From an optimization exercise on the open Yosys and OpenROAD flow, aimed at small area; shortcuts taken in it are not production practice. Only simulation tests tie the RTL to the original design; equivalence was not proved. The flow treats the clock pin as an ideal source, which a real chip does not have. Power is estimated from default activity; no workload was simulated.

<file path="design/flow/flow/run.sh">
#!/bin/bash
# Standard layout, with: the port buffers made from the smallest buffer cell;
# one tie cell shared by all constant outputs; a clock tree of clkbuf_8
# without dummy loads, where a leaf buffer with many flip-flops is upsized
# to clkbuf_16 after CTS (flow/post_cts.tcl).
set -euo pipefail
export BUFFER_PORTS_ARGS="-buffer_cell sky130_fd_sc_hd__buf_1"
export SKIP_REPAIR_TIE_FANOUT=1
export CTS_ARGS="-sink_clustering_enable -repair_clock_nets -dont_use_dummy_load -buf_list sky130_fd_sc_hd__clkbuf_8"
export POST_CTS_TCL="$PWD/flow/post_cts.tcl"
bash standard.sh > standard_flow.log 2>&1
</file>
<file path="design/flow/flow/post_cts.tcl">
# Upsize each clkbuf_8 of the clock tree that drives more than 16 pins to
# clkbuf_16, then legalise the placement again.
set changed 0
foreach inst [[ord::get_db_block] getInsts] {
  if { [[$inst getMaster] getName] ne "sky130_fd_sc_hd__clkbuf_8" } { continue }
  set net [[$inst findITerm X] getNet]
  if { $net eq "NULL" } { continue }
  set n [llength [$net getITerms]]
  if { $n > 17 } {
    puts "post_cts: [$inst getName] drives [expr {$n - 1}] pins: clkbuf_16"
    replace_cell [$inst getName] sky130_fd_sc_hd__clkbuf_16
    incr changed
  }
}
if { $changed } {
  detailed_placement
  check_placement -verbose
}
</file>
<file path="design/flow/standard.sh">
#!/bin/bash
# synth_recipe.tcl (not shown) runs the flow's synth.tcl, then flattens the netlist and writes it again
# the make line also repeats each setting of config.mk as NAME=value (left out here)
make -C /OpenROAD-flow-scripts/flow DESIGN_CONFIG=/design/flow/config.mk WORK_HOME=/design/flow/orfs CLKGATE_MAP_FILE= SYNTH_SCRIPT=/design/flow/synth_recipe.tcl "${@:-finish}"
</file>
<file path="design/flow/config.mk">
export PLATFORM = sky130hd
export DESIGN_NAME = wiegand_26_parity_unit
export DESIGN_NICKNAME = wiegand_26_parity_unit
export VERILOG_FILES = /design/flow/design.v
export SDC_FILE = /design/flow/constraint.sdc
export NUM_CORES = 4
export LEC_CHECK = 0
export CAP_MARGIN = 20
export CORE_MARGIN = 2
export CORE_UTILIZATION = 30
export SLEW_MARGIN = 20
</file>
<file path="design/flow/constraint.sdc">
create_clock -name core_clock -period 6.0 [get_ports {clk}]
set_input_delay 1.2000 -clock core_clock [delete_from_list [all_inputs] [get_ports {clk}]]
set_output_delay 1.2000 -clock core_clock [all_outputs]
set_load 0.01 [all_outputs]
</file>
<file path="design/flow/design.v">
module wiegand_parity (
    input  wire [23:0] payload,
    output wire        even,
    output wire        odd
);
    assign even = ^payload[23:12];
    assign odd  = ~^payload[11:0];
endmodule
module credential_formatter (
    input  wire         en,
    input  wire [25:0]  frame,
    output reg  [207:0] bin_txt,
    output reg  [47:0]  hex_txt
);
    integer i;
    reg [3:0] n;
    reg       lt;
    reg [2:0] lo;
    always @(*) begin
        for (i = 0; i < 26; i = i + 1)
            bin_txt[i*8 +: 8] = {2'b00, en, en, 3'b000, en & frame[25 - i]};
        for (i = 0; i < 6; i = i + 1) begin
            n  = frame[24 - 4*i -: 4];
            lt = n[3] & (n[2] | n[1]);           
            lo = lt ? {n[2] ^ (!n[1] & !n[0]), !(n[1] ^ n[0]), !n[0]} : n[2:0];
            hex_txt[i*8 +: 8] = {1'b0, en & lt, en & !lt, en & !lt,
                                 en & n[3] & !lt, {3{en}} & lo};
        end
    end
endmodule
module wiegand_26_parity_unit (
    input  wire         clk,
    input  wire         rst,
    input  wire         req_valid,
    output wire         req_ready,
    input  wire [28:0]  req_iw,
    input  wire [4:0]   req_txt_len,
    input  wire [247:0] req_txt,
    output wire         resp_valid,
    input  wire         resp_ready,
    output wire [2:0]   resp_status,
    output wire [25:0]  resp_res,
    output wire [1:0]   resp_warn,
    output wire [207:0] resp_bin_txt,
    output wire [47:0]  resp_hex_txt
);
    localparam OP_FROM_BIN24 = 3'd0;
    localparam OP_FROM_BIN26 = 3'd1;
    localparam OP_FROM_HEX   = 3'd2;
    localparam OP_FROM_DEC   = 3'd3;
    localparam OP_RENDER     = 3'd4;
    localparam OP_COMPUTE    = 3'd5;
    localparam OP_VALIDATE   = 3'd6;
    reg         busy;        
    reg         done;        
    reg  [2:0]  op;
    reg  [4:0]  cnt;         
    reg  [123:0] t;          
    reg  [7:0]  tl;          
    reg  [25:0] r;
    reg         ill;         
    reg         inv;         
    reg         foor;        
    reg         covf;        
    reg         cs;          
    reg         dg;          
    wire idle = !busy && !done;
    wire [2:0]  a_op  = req_iw[28:26];
    wire [25:0] a_arg = req_iw[25:0];
    wire a_text = !a_op[2];
    wire a_ill = (a_op == 3'd7) ||
                 (a_text && (a_arg != 26'd0)) ||
                 ((a_op == OP_COMPUTE)  && (a_arg[25:24] != 2'd0)) ||
                 ((a_op == OP_VALIDATE) && (a_arg[25:4]  != 22'd0));
    wire a_pfx = (req_txt[7:0] == 8'h30) && (req_txt[15:14] == 2'b01) &&
                 req_txt[12] && (req_txt[11:8] == 4'h8);    
    reg a_inv;
    always @(*) begin
        case (a_op)
            OP_FROM_BIN24: a_inv = (req_txt_len != 5'd24);
            OP_FROM_BIN26: a_inv = (req_txt_len != 5'd26);
            OP_FROM_HEX:   a_inv = !((req_txt_len == 5'd6) || (req_txt_len == 5'd8 && a_pfx));
            default:       a_inv = 1'b0;
        endcase
    end
    reg [123:0] a_codes;
    reg [7:0]   a_tl;
    reg [7:0]   c;
    reg         keep;
    integer k;
    always @(*) begin
        for (k = 0; k < 31; k = k + 1) begin
            c = req_txt[8*k +: 8];
            keep = (c[7:5] == 3'b001) && (c[4] ^ (c[3:0] == 4'b1100));
            if (k < 8) begin
                a_tl[k] = !c[7] && c[6] && !c[4];
                keep = keep || a_tl[k];
            end
            a_codes[4*k +: 4] = {c[3] | !keep, c[2], c[1] | !keep, c[0]};
        end
    end
    reg [4:0] a_cnt;
    always @(*) begin
        if (a_text)
            a_cnt = req_txt_len;
        else if (a_op == OP_COMPUTE)
            a_cnt = 5'd2;
        else
            a_cnt = 5'd0;
    end
    wire [3:0] h  = t[3:0];
    wire       hl = tl[0];
    wire h_dig = !hl && (!h[3] || (h[2:1] == 2'b00));
    wire h_com = !hl && (h == 4'd12);
    wire h_hex_ok = hl ? ((h[3] == 1'b0) && (h[2:0] != 3'd0) && (h[2:0] != 3'd7))
                       : (!h[3] || (h[2:1] == 2'b00));
    wire [3:0] h_hexval = hl ? {1'b1, h[2] ^ (h[1] & h[0]), h[1] ^ h[0], !h[0]} : h;
    wire h_pfx = cnt[3] || (cnt[2:0] == 3'b111);
    wire [15:0] x = r[16:1];
    wire [15:0] ds;
    wire [9:2]  dc;
    assign ds[0] = h[0];
    assign ds[1] = x[0] ^ h[1];
    assign dc[2] = x[0] & h[1];
    assign ds[2] = x[1] ^ h[2] ^ dc[2];
    assign dc[3] = (x[1] & h[2]) | (dc[2] & (x[1] ^ h[2]));
    wire dk3 = h[3] | dc[3];                  
    assign ds[3] = x[0] ^ x[2] ^ dk3;
    assign dc[4] = (x[0] & x[2]) | (dk3 & (x[0] ^ x[2]));
    genvar gi;
    generate
        for (gi = 4; gi < 9; gi = gi + 1) begin : g_lo
            assign ds[gi]   = x[gi-3] ^ x[gi-1] ^ dc[gi];
            assign dc[gi+1] = (x[gi-3] & x[gi-1]) | (dc[gi] & (x[gi-3] ^ x[gi-1]));
        end
    endgenerate
    wire [15:9] ds0, ds1;
    wire [16:9] dc0, dc1;
    assign dc0[9] = 1'b0;
    assign dc1[9] = 1'b1;
    generate
        for (gi = 9; gi < 16; gi = gi + 1) begin : g_hi
            assign ds0[gi]   = x[gi-3] ^ x[gi-1] ^ dc0[gi];
            assign dc0[gi+1] = (x[gi-3] & x[gi-1]) | (dc0[gi] & (x[gi-3] ^ x[gi-1]));
            assign ds1[gi]   = x[gi-3] ^ x[gi-1] ^ dc1[gi];
            assign dc1[gi+1] = (x[gi-3] & x[gi-1]) | (dc1[gi] & (x[gi-3] ^ x[gi-1]));
        end
    endgenerate
    assign ds[15:9] = dc[9] ? ds1 : ds0;
    wire dec_ovf = (x > 16'd6553) || (x == 16'd6553 && h >= 4'd6);
    wire [4:0] cnt_dec = {cnt[4] ^ (cnt[3:0] == 4'd0), cnt[3] ^ (cnt[2:0] == 3'd0),
                          cnt[2] ^ (cnt[1:0] == 2'd0), cnt[1] ^ !cnt[0], !cnt[0]};
    wire m_bin = (op == OP_FROM_BIN24) || (op == OP_FROM_BIN26);
    wire m_shl = m_bin || (op == OP_COMPUTE);
    wire m_hex = (op == OP_FROM_HEX);
    wire m_dec = (op == OP_FROM_DEC);
    wire step  = busy && (cnt != 5'd0);
    always @(posedge clk) begin
        if (rst) begin
            busy <= 1'b0;
            done <= 1'b0;
        end else if (idle) begin
            busy <= req_valid;
        end else if (busy) begin
            if (cnt == 5'd0) begin
                busy <= 1'b0;
                done <= 1'b1;
            end
        end else if (resp_ready) begin
            done <= 1'b0;
        end
        if (idle) begin
            op   <= a_op;
            cnt  <= a_cnt;
            t    <= a_codes;
            tl   <= a_tl;
            r    <= {a_arg[0], a_arg[25:1]};
            ill  <= a_ill;
            inv  <= a_inv;
            foor <= 1'b0;
            covf <= 1'b0;
            cs   <= 1'b0;
            dg   <= 1'b0;
        end else begin
            t  <= {4'd0, t[123:4]};
            tl <= {1'b0, tl[7:1]};
            if (step) begin
                cnt <= cnt_dec;
                if (m_shl) begin
                    r[25:2] <= r[24:1];
                    r[1]    <= (op == OP_FROM_BIN24) ? h[0] : r[0];
                    r[0]    <= (op == OP_COMPUTE) ? r[25] : h[0];
                    if (m_bin && (hl || h[3:1] != 3'd0))
                        inv <= 1'b1;
                end
                if (m_hex) begin
                    r[24:1] <= {r[20:1], h_hexval};
                    if (!h_hex_ok && !h_pfx)
                        inv <= 1'b1;
                end
                if (m_dec) begin
                    if (h_com) begin
                        if (cs || !dg)
                            inv <= 1'b1;
                        cs   <= 1'b1;
                        dg   <= 1'b0;
                        foor <= covf || (r[16:9] != 8'd0);
                        covf <= 1'b0;
                        r[24:17] <= r[8:1];
                        r[16:1]  <= 16'd0;
                    end else if (h_dig) begin
                        dg      <= 1'b1;
                        r[16:1] <= ds[15:0];
                        if (dec_ovf)
                            covf <= 1'b1;
                    end else begin
                        inv <= 1'b1;
                    end
                end
            end
        end
    end
    wire o_text = !op[2];
    wire bad    = ill || inv || foor || covf || (m_dec && !(cs && dg));
    wire ok     = done && !rst && !bad;
    wire en_t   = ok && o_text;
    wire en_r   = ok && (op == OP_RENDER);
    wire en_c   = ok && (op == OP_COMPUTE);
    wire en_v   = ok && (op == OP_VALIDATE);
    wire en_tr  = en_t || en_r;
    wire pe, po;
    wiegand_parity u_parity (
        .payload (r[24:1]),
        .even    (pe),
        .odd     (po)
    );
    wire valid = done && !rst;
    assign req_ready  = idle && !rst;
    assign resp_valid = valid;
    assign resp_status = !valid ? 3'd0 :
                         ill    ? 3'd4 :
                         (inv || (m_dec && !(cs && dg))) ? 3'd1 :
                         foor   ? 3'd2 :
                         covf   ? 3'd3 : 3'd0;
    assign resp_res[25]   = en_t & pe;
    assign resp_res[24]   = en_t & r[24];
    assign resp_res[23:4] = {20{en_tr}} & r[23:4];
    assign resp_res[3]    = (en_tr & r[3]) | (en_v & r[0]);
    assign resp_res[2]    = (en_tr & r[2]) | (en_v & r[25]);
    assign resp_res[1]    = (en_tr & r[1]) | (en_v & (r[2] ^ r[0])) | (en_c & pe);
    assign resp_res[0]    = ((en_t | en_c) & po) | (en_r & r[0]) | (en_v & (r[1] ^ r[25]));
    assign resp_warn = (en_t && op == OP_FROM_BIN26) ? {r[25] ^ pe, r[0] ^ po} : 2'b00;
    credential_formatter u_fmt (
        .en      (en_r),
        .frame   ({r[24], r[23:0], r[25]}),
        .bin_txt (resp_bin_txt),
        .hex_txt (resp_hex_txt)
    );
endmodule
</file>
==> results of run 1 <==
cell type report:
cell class	instances	area (um^2)
fill	4096	25260
multi-input combinational	913	5633
sequential	174	3844
timing repair buffer	458	1794
tap	511	639.4
inverter	67	256.5
clock buffer	17	234.0
antenna	1	2.502
cell usage after synthesis (all sizes together), types with 22 or more instances:
library cell  number
ha                35
inv               67
nor3              28
dfxtp            138
xnor2             52
buf              230
o21ai             22
clkbuf            30
nand2            246
a21oi             65
nor2             134
mux2i             22
nand3             28
edfxtp            36
o32a              44
and2              32
through the flow:
step / power, mW / setup slack (ps) / std cells
after floorplan: 3.024 / 276.7 / 1414
after global placement: 3.533 / 157.6 / 2122
after detailed placement: 3.557 / 123.2 / 2122
after global routing: 4.508 / 65.55 / 2141
final: 4.194 / 274.2 / 2141
worst paths after layout:
path | slack [ps] | startpoint | end | cells past startpoint
setup / recovery | 270 | r[1]$_DFFE_PP_ | r[15]$_DFFE_PP_ | 21
hold / removal | 410 | t[94]$_DFF_P_ | t[90]$_DFF_P_ | 2
setup reg to reg | 270 | r[1]$_DFFE_PP_ | r[15]$_DFFE_PP_ | 21
hold reg to reg | 410 | t[94]$_DFF_P_ | t[90]$_DFF_P_ | 2
layer usage:
metal | GRT usage, % | routed length (um)
met5 | 0 | 0
met4 | 5.048 | 738
met3 | 3.814 | 2775
met2 | 32.47 | 18850
met1 | 20.80 | 14430
flip-flops by register name (all words and copies together), names as in the netlist:
name	cells
busy	1
cnt	5
covf	1
cs	1
dg	1
done	1
foor	1
ill	1
inv	1
op	3
r	26
t	124
tl	8
logic make-up (layout without fill, tap and decap cells):
kind of cell / Yosys count / in the layout / synth area share (%)
compound gates: 225 / 225 / 14.29
xor+xnor: 56 / 56 / 4.277
fa+ha+maj: 47 / 47 / 5.913
buf+inv: 327 / 542 / 17.53
flops: 174 / 174 / 33.52
mux: 22 / 22 / 1.920
other cells: 1 / 2 / 0.03270
simple gates: 562 / 562 / 22.52
power by group through the flow:
stage | clock network (mW) | logic [mW] | registers, mW
after detailed placement | 0 | 1.87 | 1.69
final | 0.631 | 1.90 | 1.66
after global placement | 0 | 1.85 | 1.69
after floorplan | 0 | 1.41 | 1.61
after global routing | 0.700 | 2.12 | 1.69
placed cells by master, fill, tap and decap left out, types with 28 or more instances in the layout:
cell	synthesis	routed
o32a_1	44	44
a21oi_1	65	65
buf_1	2	438
inv_1	66	65
dfxtp_1	138	138
ha_1	35	35
edfxtp_1	36	36
nor3_1	28	28
nand2_1	246	246
and2_1	32	32
nor2_1	133	133
xnor2_1	52	52
critical path: stages, from the launching register on:
cell and delay, ps:
edfxtp_1 360, ha_1 140, inv_1 40, fa_1 340, nor2b_1 150, fa_2 360, fa_2 360, fa_2 350
fa_2 350, fa_1 370, inv_1 90, fa_2 220, o21ai_0 110, fa_1 400, fa_1 390, fa_1 360
inv_1 80, fa_1 170, fa_1 420, o21a_1 190, o22ai_1 120, a31oi_1 60
==> results.cfg, run 1 <==
[synthesis]
synth_cells = 1414
yosysTopAreaCellShare_pct = 24.09
yosysTopAreaCell = dfxtp_1
syn_avg_cell_area_um2 = 8.111
syn_nets = 1747
ys_seq_area_share_pct = 33.52
async_flop_share_pct = 0
netlist_area_um2 = 11470
synth_cell_types = 65
yosys-top-cells-area = dfxtp_1 24%, buf_4 13%, edfxtp_1 9.4%
synth_edf_count = 36
synth_seq_cells = 174
ys.flop_type = dfxtp_1
synth_warnings = 2

[sta]
relSlewSlack_pct = 33.50
fmax_mhz = 174.6
rsz0062_at_grt = false
maxSlewViolCount = 0
hold_viol = 0
setup_viol = 0
finalWorstPathRequiredPeriod_ps = 5726
hold_ws_ps = 407.0
setup_tns_ps = 0
worst_slew_pin_slew_ps = 993.0
finClkSkew_ps = 18.60
fin_crit_sh_pct = 95.43

[setup_path]
cp-start-kind = flip-flop
required_ps = 6180
critPathArrivalTime_ps = 5900
worstSetupPathType = flip-flop to flip-flop
end_kind = flip-flop
critPathMaxFanout = 3

[global_route]
antenna_found_initial = 1
grt_first_pass_wirelength_um = 53960
grt_start_max_net_pins = 137
overflow = 0
track_usage_pct = 17.79
grt_pass1_vias = 9671

[die]
start_util_pct = 30.45
io_pins = 575
die_y_um = 199.5
num_rows = 71
fp.dieW_um = 199.5
die-area_um2 = 39810
core_um2 = 37670

[power_and_ir_drop]
peakVddDrop_mv = 0.1757
p_sw_share_pct = 41.47
p_comb_share_pct = 45.3
clock_power_share_pct = 15.1
pwr-share-seq_pct = 39.7
power.density_nw_per_um2 = 338.1
p_int_mw = 2.455
leakage_nw = 4.807
switching_power_mw = 1.739

[flow_run]
cap_violations = 0

[routing]
wl_per_cell_um = 17.19
drc = 0
wl_um = 36800
first_pass_iters = 6
drt-initial-drc-count = 596
via_per_inst = 4.872
route.vias.total = 10430
ant_nets = 0

[finish]
area_growth_pct = 8.149
drive_above_1_share_pct = 3.315
nNetsFinal = 1964
design_area_um2 = 12400
post-route-util_pct = 32.93

[placed_design]
gp_congestion = 0.8781
dp_hpwl_um = 28980
port_buffers = 438
dpl_cell_area_um2 = 12150

[min_path]
hp-class = flip-flop to flip-flop

[run_status]
status = timing/DRC/antenna clean

[clock_tree]
cts_tree = built
cts.clk_slew.worst_paths_ps = 90
cts_sinks = 174
clk_latency_ps = 480
==> inputs of run 2 (changes only) <==
--- a/design/flow/config.mk
+++ b/design/flow/config.mk
@@ -9,3 +9,4 @@
 export CORE_MARGIN = 2
 export CORE_UTILIZATION = 30
+export GPL_TIMING_DRIVEN = 0
 export SLEW_MARGIN = 20
==> results.cfg, run 2 <==
[synthesis]
synth-compound-area-share_pct = 14.29
synth_warnings = 2
yosys-top-cells-area = dfxtp_1 24%, buf_4 13%, edfxtp_1 9.4%
synth_fa_ha_area_share_pct = 5.913
post-synth-top-count-cell = nand2_1
ys.flop_type = dfxtp_1
synth_cells = 1414
synth_top_family_by_area = simple AND/OR/NAND/NOR gates
ys_seq_area_share_pct = 33.52
syn_avg_cell_area_um2 = 8.111
ys_top_cells_by_count = 246 x nand2_1, 194 x buf_4, 138 x dfxtp_1
yosys.area_share.simple_pct = 22.52
netlist_area_um2 = 11470
synth_edf_count = 36
async_flop_share_pct = 0
yosys.area_share.xor_xnor_pct = 4.277
yosysTopAreaCell = dfxtp_1
synth.area.mux_share_pct = 1.920
synth_cell_types = 65
synth_seq_cells = 174
yosysTopAreaCellShare_pct = 24.09
syn_nets = 1747

[setup_path]
cp_cell_sequence = ha_1 -> inv_1 -> fa_1 -> nor2b_2 -> fa_2 -> fa_2 -> fa_2 -> fa_2 -> fa_2 -> inv_2 -> fa_2 -> o21ai_2 -> fa_2 -> fa_2 -> fa_2 -> inv_1 -> fa_2 -> fa_2 -> o21a_1 -> o22ai_1 -> a31oi_1
worstSetupPathType = flip-flop to flip-flop
critical_path.max_stage_delay_ps = 430
critPathArrivalTime_ps = 6000
reg2reg_slack_ps = 210
r2r_cells = 21
end_kind = flip-flop
required_ps = 6210
critPathMaxFanout = 3
critPathSlowestCell = fa_2
reg2reg_to = r[15]$_DFFE_PP_
crit_top_cell = fa_2
reg2reg_from = r[1]$_DFFE_PP_
cp-start-kind = flip-flop

[global_route]
grtUsageMet1_pct = 24.19
grt_first_pass_wirelength_um = 63420
overflow = 0
track_usage_pct = 21.78
grt_start_max_net_pins = 137
grtUsageMet2_pct = 38.93
busiest_layer = met2
antenna_found_initial = 2
grt_pass1_vias = 10610
grt_util_met3_pct = 4.878

[finish]
multiInputGateArea_um2 = 5657
nFillCells = 4052
largestRegisters = t: 124 flops, r: 26 flops, tl: 8 flops
largest_register_ffs = 124
drive_above_1_share_pct = 14.89
final_cell_mix = 440 x buf_1, 246 x nand2_1, 198 x buf_4
post-route-util_pct = 37.44
top_register = t
nNetsFinal = 2209
regArea_um2 = 3846
fin_cells = 2387
area_growth_pct = 22.97
final_common_cell = buf_1

[routing]
wl_um = 45340
first_pass_iters = 7
drc = 0
route.vias.total = 11370
drt-initial-drc-count = 472
ant_nets = 0
wl_per_cell_um = 18.99
via_per_inst = 4.763

[die]
io_pins = 575
die_y_um = 199.5
start_util_pct = 30.45
die-area_um2 = 39810
core_um2 = 37670
num_rows = 71
fp.dieW_um = 199.5

[sta]
hold_viol = 0
setup_tns_ps = 0
worst_slew_pin_slew_ps = 1055
hold_ws_ps = 410.3
finalWorstPathRequiredPeriod_ps = 5788
finClkSkew_ps = 40.73
relSlewSlack_pct = 29.04
maxSlewViolCount = 0
rsz0062_at_grt = false
setup_viol = 0
fin_crit_sh_pct = 96.46
fmax_mhz = 172.8

[min_path]
min_from = t[56]$_DFF_P_
min_to = t[52]$_DFF_P_
whs_path_depth = 2
hp-class = flip-flop to flip-flop

[flow_run]
cap_violations = 0

[clock_tree]
clk_latency_ps = 500
cts.clk_slew.worst_paths_ps = 110
cts_tree = built
cts_sinks = 174

[power_and_ir_drop]
peakVddDrop_mv = 0.1651
leakage_nw = 5.972
power.density_nw_per_um2 = 315.4

[run_status]
status = timing/DRC/antenna clean

[placed_design]
dpl.cell_count = 2364
port_buffers = 438
dp_hpwl_um = 36750
gp_congestion = 0.9219
run 2: cell counts after synthesis:
Identical to the previous run, type by type.
run 2: final cells by class:
type / instances / area share [%]
diodes: 2 / 0.03549
multi-input cells: 913 / 40.11
inverters: 67 / 1.810
repair buffers: 443 / 12.01
clock buffers: 17 / 1.739
flip-flops and latches: 174 / 27.27
well taps: 511 / 4.534
plain buffers: 260 / 12.48
run 2: worst max-delay path by stage:
stage / start / end / slack (ps) / cells past startpoint
floorplan: r[2]$_DFFE_PP_ / r[15]$_DFFE_PP_ / 280 / 20
global placement: r[2]$_DFFE_PP_ / r[15]$_DFFE_PP_ / -370 / 20
detailed placement: r[2]$_DFFE_PP_ / r[15]$_DFFE_PP_ / -380 / 20
global route: r[1]$_DFFE_PP_ / r[15]$_DFFE_PP_ / 20 / 21
finish: r[1]$_DFFE_PP_ / r[15]$_DFFE_PP_ / 210 / 21
run 2: logic make-up (layout without fill, tap and decap cells):
logic type,Yosys count,after routing
AO/OA/AOI/OAI,225,225
multiplexers,22,22
XOR/XNOR,56,56
AND/OR/NAND/NOR,562,562
other,1,3
adder cells (fa/ha/maj),47,47
flip-flops,174,174
buffers and inverters,327,787
run 2: per-stage QoR:
stage,cell area [um^2],power (mW),setup slack [ps]
after floorplan,11470,3.024,276.7
after global placement,13750,3.724,-368.1
after detailed placement,13770,3.735,-376.6
after global routing,14100,4.764,16.99
final,14100,4.448,212.2
run 2: worst max-delay path: cells and delay by family, from the launching register on:
family	cells	cell delay (ps)
flops	1	400
simple gates	1	180
compound gates	4	490
buf+inv	3	190
fa+ha+maj	13	4250
run 2: power by group:
part,internal [mW],total [mW],switching (mW),leakage [nW]
Sequential,1.46,1.70,0.233,1.52
Clock,0.265,0.669,0.404,0.127
Combinational,0.829,2.08,1.25,4.33
run 2: metal layers:
metal	wire length, um	part of all wire (%)
met2	22670	50
met4	1961	4.3
met5	0	0
met3	3179	7.0
met1	17530	39
==> inputs of run 3 (changes only) <==
==> design/flow/flow/run.sh (replaced) <==
#!/bin/bash
# Standard layout, with: the port buffers made from the smallest buffer cell;
# tie cells shared by up to 4 constant outputs each (flow/post_floorplan.tcl);
# a clock tree of clkbuf_8 without dummy loads, where a leaf buffer with many
# flip-flops is upsized to clkbuf_16 after CTS (flow/post_cts.tcl).
set -euo pipefail
export BUFFER_PORTS_ARGS="-buffer_cell sky130_fd_sc_hd__buf_1"
export SKIP_REPAIR_TIE_FANOUT=1
export POST_FLOORPLAN_TCL="$PWD/flow/post_floorplan.tcl"
export CTS_ARGS="-sink_clustering_enable -repair_clock_nets -dont_use_dummy_load -buf_list sky130_fd_sc_hd__clkbuf_8"
export POST_CTS_TCL="$PWD/flow/post_cts.tcl"
bash standard.sh > standard_flow.log 2>&1
==> design/flow/flow/post_floorplan.tcl (new file) <==
foreach var {TIELO_CELL_AND_PORT TIEHI_CELL_AND_PORT} {
  set cell_name [lindex $::env($var) 0]
  set lib_name [get_name [get_property [lindex [get_lib_cell $cell_name] 0] library]]
  set pin $lib_name/$cell_name/[lindex $::env($var) 1]
  repair_tie_fanout -separation $::env(TIE_SEPARATION) -max_fanout 4 $pin
}
--- a/design/flow/config.mk
+++ b/design/flow/config.mk
@@ -8,5 +8,4 @@
 export CAP_MARGIN = 20
 export CORE_MARGIN = 2
-export CORE_UTILIZATION = 30
-export GPL_TIMING_DRIVEN = 0
+export CORE_UTILIZATION = 40
 export SLEW_MARGIN = 20
==> results.cfg, run 3 <==
[run_status]
status = timing/DRC/antenna clean

[synthesis]
yosysTopAreaCellShare_pct = 24.09
synth_cell_types = 65
synth_seq_cells = 174
ys_top_cells_by_count = 246 x nand2_1, 194 x buf_4, 138 x dfxtp_1
yosysTopAreaCell = dfxtp_1
syn_avg_cell_area_um2 = 8.111
netlist_area_um2 = 11470
async_flop_share_pct = 0
post-synth-top-count-cell = nand2_1
synth_warnings = 2
synth_cells = 1414
ys_seq_area_share_pct = 33.52
ys.flop_type = dfxtp_1
syn_nets = 1747
yosys-top-cells-area = dfxtp_1 24%, buf_4 13%, edfxtp_1 9.4%
synth_edf_count = 36

[sta]
hold_viol = 0
fmax_mhz = 175.2
setup_viol = 0
finalWorstPathRequiredPeriod_ps = 5707
relSlewSlack_pct = 31.55
finClkSkew_ps = 31.13
fin_crit_sh_pct = 95.12
worst_slew_pin_slew_ps = 1027
setup_tns_ps = 0
hold_ws_ps = 410.4
maxSlewViolCount = 0
rsz0062_at_grt = false

[setup_path]
cp-start-kind = flip-flop
critPathArrivalTime_ps = 5870
worstSetupStartpoint = r[1]$_DFFE_PP_
reg2reg_from = r[1]$_DFFE_PP_
critPathMaxFanout = 3
worstSetupPathType = flip-flop to flip-flop
end_kind = flip-flop
required_ps = 6160

[routing]
wl_um = 38040
ant_nets = 0
via_per_inst = 5.001
drc = 0
route.vias.total = 10730
first_pass_iters = 6
wl_per_cell_um = 17.73
drt-initial-drc-count = 836

[power_and_ir_drop]
peakVddDrop_mv = 0.1990
leakage_nw = 5.236
power.density_nw_per_um2 = 331.3

[finish]
drive_above_1_share_pct = 3.010
largest_register_ffs = 124
area_growth_pct = 11.15
final_cell_mix = 438 x buf_1, 246 x nand2_1, 137 x dfxtp_1
top_register = t
largestRegisters = t: 124 flops, r: 26 flops, tl: 8 flops
nNetsFinal = 2096
fin_cells = 2145
final_common_cell = buf_1

[min_path]
hp-class = flip-flop to flip-flop
min_from = t[72]$_DFF_P_

[die]
num_rows = 61
start_util_pct = 40.94
io_pins = 575
die-area_um2 = 30040
fp.dieW_um = 173.3
core_um2 = 28010
die_y_um = 173.3

[global_route]
grt_first_pass_wirelength_um = 56610
antenna_found_initial = 10
track_usage_pct = 24.16
grt_start_max_net_pins = 112
overflow = 0
grt_pass1_vias = 10170

[placed_design]
dpl.cell_count = 2122
port_buffers = 438
gp_congestion = 0.9069
dp_hpwl_um = 30150

[clock_tree]
cts.clk_slew.worst_paths_ps = 100
cts_tree = built
clk_latency_ps = 460
cts_sinks = 174

[flow_run]
cap_violations = 0
## run 3: cell counts after synthesis
No cell type changed its count.
## run 3: stage by stage
stage / total power [mW] / instance area (um^2) / util, % / setup slack, ps
6_report: 4.223 / 12750 / 45.51 / 292.7
5_1_grt: 4.523 / 12740 / 45.47 / 39.16
3_5_place_dp: 3.558 / 12470 / 44.53 / 132.5
3_3_place_gp: 3.538 / 12470 / 44.53 / 150.9
2_1_floorplan: 3.024 / 11470 / - / 276.7
## run 3: final timing paths
check | to | slack, ps | depth (start not counted)
setup reg to reg | r[15]$_DFFE_PP_ | 290 | 21
setup / recovery | r[15]$_DFFE_PP_ | 290 | 21
hold / removal | t[68]$_DFF_P_ | 410 | 2
hold reg to reg | t[68]$_DFF_P_ | 410 | 2
## run 3: area by class of cell
class                   instances  area (um^2)
well taps                     378        473.0
diodes                          6        15.01
repair buffers                455         1772
flip-flops and latches        174         3845
clock buffers                  17        245.2
fillers                      2933        15260
multi-input cells            1048         6141
inverters                      67        256.5
## run 3: power by group
part	internal, mW	switching [mW]
Combinational	0.728	1.14
Clock	0.266	0.395
Sequential	1.46	0.233
Total	2.46	1.77
## run 3: logic make-up (layout without fill, tap and decap cells)
group,after synthesis,count (layout),share of synthesized area [%]
flops,174,174,33.52
mux,22,22,1.920
buf+inv,327,539,17.53
fa+ha+maj,47,47,5.913
simple gates,562,562,22.52
other cells,1,142,0.03270
xor+xnor,56,56,4.277
compound gates,225,225,14.29
## run 3: critical path: stages (launching register included)
cell and delay (ps):
edfxtp_1 350, ha_1 150, inv_1 50, fa_1 360
nor2b_1 160, fa_2 360, fa_1 400, fa_2 350
fa_2 350, fa_1 360, inv_1 80, fa_2 210
o21ai_0 110, fa_2 360, fa_1 390, fa_1 370
inv_1 70, fa_1 170, fa_1 410, o21a_1 190
o22ai_1 120, a31oi_1 60
## run 3: per-layer routing
metal	GRT usage, %	up-vias	wire length, um
li1	-	5161	-
met1	26.84	4949	14150
met2	43.78	525	19480
met3	6.140	84	2979
met4	9.958	8	1383
met5	0	-	49
==> inputs of run 4 (changes only) <==
--- a/design/flow/flow/run.sh
+++ b/design/flow/flow/run.sh
@@ -1,5 +1,5 @@
 #!/bin/bash
 # Standard layout, with: the port buffers made from the smallest buffer cell;
-# tie cells shared by up to 4 constant outputs each (flow/post_floorplan.tcl);
+# tie cells shared by up to 8 constant outputs each (flow/post_floorplan.tcl);
 # a clock tree of clkbuf_8 without dummy loads, where a leaf buffer with many
 # flip-flops is upsized to clkbuf_16 after CTS (flow/post_cts.tcl).
==> design/flow/flow/post_floorplan.tcl (replaced) <==
# Tie-cell fanout repair as ORFS's floorplan step does it, but letting one
# tie cell drive up to 8 loads.
foreach var {TIELO_CELL_AND_PORT TIEHI_CELL_AND_PORT} {
  set cell_name [lindex $::env($var) 0]
  set lib_name [get_name [get_property [lindex [get_lib_cell $cell_name] 0] library]]
  set pin $lib_name/$cell_name/[lindex $::env($var) 1]
  repair_tie_fanout -separation $::env(TIE_SEPARATION) -max_fanout 8 $pin
}
==> results.cfg, run 4 <==
[power_and_ir_drop]
leakage_nw = 5.236
power.density_nw_per_um2 = 331.3
switching_power_mw = 1.765
clock_power_share_pct = 15.7
p_int_mw = 2.457
p_sw_share_pct = 41.81
p_comb_share_pct = 44.2
pwr-share-seq_pct = 40.2
peakVddDrop_mv = 0.1990

[sta]
finClkSkew_ps = 31.13
finalWorstPathRequiredPeriod_ps = 5707
fin_crit_sh_pct = 95.12
fmax_mhz = 175.2
relSlewSlack_pct = 31.55
setup_tns_ps = 0
worst_slew_pin_slew_ps = 1027
rsz0062_at_grt = false
setup_viol = 0
maxSlewViolCount = 0
hold_viol = 0

[routing]
ant_nets = 0
first_pass_iters = 6
route.vias.total = 10730
wl_per_cell_um = 17.73
via_per_inst = 5.001
drt-initial-drc-count = 836
drc = 0
wl_um = 38040

[synthesis]
synth_warnings = 2
synth_cell_types = 65
synth_seq_cells = 174
synth_edf_count = 36
async_flop_share_pct = 0
ys_top_cells_by_count = 246 x nand2_1, 194 x buf_4, 138 x dfxtp_1
yosysTopAreaCellShare_pct = 24.09
yosysTopAreaCell = dfxtp_1
post-synth-top-count-cell = nand2_1
ys.flop_type = dfxtp_1
syn_nets = 1747
yosys-top-cells-area = dfxtp_1 24%, buf_4 13%, edfxtp_1 9.4%
ys_seq_area_share_pct = 33.52
syn_avg_cell_area_um2 = 8.111
netlist_area_um2 = 11470
synth_cells = 1414

[finish]
nFillCells = 2933
final_cell_mix = 438 x buf_1, 246 x nand2_1, 137 x dfxtp_1
top_register = t
post-route-util_pct = 45.51
largest_register_ffs = 124
area_growth_pct = 11.15
largestRegisters = t: 124 flops, r: 26 flops, tl: 8 flops
multiInputGateArea_um2 = 6141
final_common_cell = buf_1
drive_above_1_share_pct = 3.010
regArea_um2 = 3845
nNetsFinal = 2096

[setup_path]
r2r_cells = 21
worstSetupPathType = flip-flop to flip-flop
critical_path.max_stage_delay_ps = 410
crit_top_cell = fa_1
reg2reg_slack_ps = 290
reg2reg_to = r[15]$_DFFE_PP_
required_ps = 6160
critPathArrivalTime_ps = 5870
critPathMaxFanout = 3
cp-start-kind = flip-flop
cp_cell_sequence = ha_1 -> inv_1 -> fa_1 -> nor2b_1 -> fa_2 -> fa_1 -> fa_2 -> fa_2 -> fa_1 -> inv_1 -> fa_2 -> o21ai_0 -> fa_2 -> fa_1 -> fa_1 -> inv_1 -> fa_1 -> fa_1 -> o21a_1 -> o22ai_1 -> a31oi_1
reg2reg_from = r[1]$_DFFE_PP_
critPathSlowestCell = fa_1
end_kind = flip-flop

[die]
io_pins = 575
num_rows = 61
fp.dieW_um = 173.3
start_util_pct = 40.94
core_um2 = 28010
die-area_um2 = 30040
die_y_um = 173.3

[global_route]
grt_first_pass_wirelength_um = 56610
grt_start_max_net_pins = 112
track_usage_pct = 24.16
grt_pass1_vias = 10170
antenna_found_initial = 10
overflow = 0

[min_path]
min_from = t[72]$_DFF_P_
min_to = t[68]$_DFF_P_
whs_path_depth = 2
hp-class = flip-flop to flip-flop

[clock_tree]
clk_latency_ps = 460
cts.clk_slew.worst_paths_ps = 100
cts_tree = built
cts_sinks = 174

[placed_design]
port_buffers = 438
dp_hpwl_um = 30150
gp_congestion = 0.9069

[flow_run]
cap_violations = 0

[run_status]
status = timing/DRC/antenna clean
==> run 4: how the worst max path moves through the flow <==
stage	from	to	slack, ps	cells after the start
5_1_grt	r[1]$_DFFE_PP_	r[15]$_DFFE_PP_	40	21
6_report	r[1]$_DFFE_PP_	r[15]$_DFFE_PP_	290	21
2_1_floorplan	r[2]$_DFFE_PP_	r[15]$_DFFE_PP_	280	20
3_3_place_gp	t[1]$_DFF_P_	r[15]$_DFFE_PP_	150	21
3_5_place_dp	t[1]$_DFF_P_	r[15]$_DFFE_PP_	130	21
==> run 4: stage by stage <==
stage	power, mW	cells	setup WS, ps	area, um^2	hold WS [ps]
5_1_grt	4.523	2141	39.16	12740	422.6
3_3_place_gp	3.538	2122	150.9	12470	402.2
6_report	4.223	2145	292.7	12750	410.4
2_1_floorplan	3.024	1414	276.7	11470	396.0
3_5_place_dp	3.558	2122	132.5	12470	405.0
==> run 4: worst max-delay path: cells and delay by family, from the launching register on <==
kind	cells	cell delay [ps]
buffers and inverters	3	200
adders and majority gates	13	4240
AOI/OAI and AO/OA	4	480
DFF	1	350
and+or+nand+nor	1	160
==> run 4: layer usage <==
layer | wire length [um] | part of all wire (%) | vias to the layer above | GRT usage [%]
met2 | 19480 | 51 | 525 | 43.78
met5 | 49 | 0.13 | - | 0
met4 | 1383 | 3.6 | 8 | 9.958
met1 | 14150 | 37 | 4949 | 26.84
met3 | 2979 | 7.8 | 84 | 6.140
li1 | - | - | 5161 | -
==> run 4: logic make-up (layout without fill, tap and decap cells) <==
family	Yosys count	in the layout	synth area share, %
other	1	142	0.03270
adders and majority gates	47	47	5.913
buffers and inverters	327	539	17.53
DFF	174	174	33.52
and+or+nand+nor	562	562	22.52
muxes	22	22	1.920
AOI/OAI and AO/OA	225	225	14.29
xor gates and xnor gates	56	56	4.277
==> run 4: layout make-up <==
class	count	area share [%]
diodes	6	0.1178
clock buffers	17	1.924
inverters	67	2.012
multi-input cells	1048	48.17
flip-flops and latches	174	30.16
well taps	378	3.710
repair buffers	455	13.90
==> run 4: power groups by stage <==
| stage | clock network [mW] | registers (mW) | logic, mW |
|---|---|---|---|
| finish | 0.661 | 1.70 | 1.87 |
| detailed placement | 0 | 1.72 | 1.84 |
| global placement | 0 | 1.71 | 1.83 |
| floorplan | 0 | 1.61 | 1.41 |
| global route | 0.722 | 1.72 | 2.08 |

-- what the ideal ports hide --
How much do the figures lean on ideal ports? The routed layouts below were timed once more, with nothing changed but the port constraints.
Step 1, drivers: a clkbuf_16 drives clk and a buf_2 each remaining input, both assumed.
Step 2 moves the port delays by t, midway between the first and last clock arrival at a register: inputs arrive t later, outputs are due t later. That takes back most of the time a late clock gives input paths.
Slacks: ideal / step 1 / step 2; pairs: ideal / step 1.
| run | shift t [ns] | setup slack, ns | clock arrival spread, ns | worst data-port slew with drivers (ns) |
|---|---|---|---|---|
| run 1 | 0.516 | 0.274 / 0.274 / 0.274 | 0.032 / 0.031 | 0.07 |
| run 2 | 0.529 | 0.212 / 0.212 / 0.212 | 0.048 / 0.048 | 0.09 |
| run 3 | 0.484 | 0.293 / 0.293 / 0.293 | 0.032 / 0.032 | 0.09 |
| run 4 | 0.484 | 0.293 / 0.293 / 0.293 | 0.032 / 0.032 | 0.09 |
After both steps every run listed still meets setup and hold.
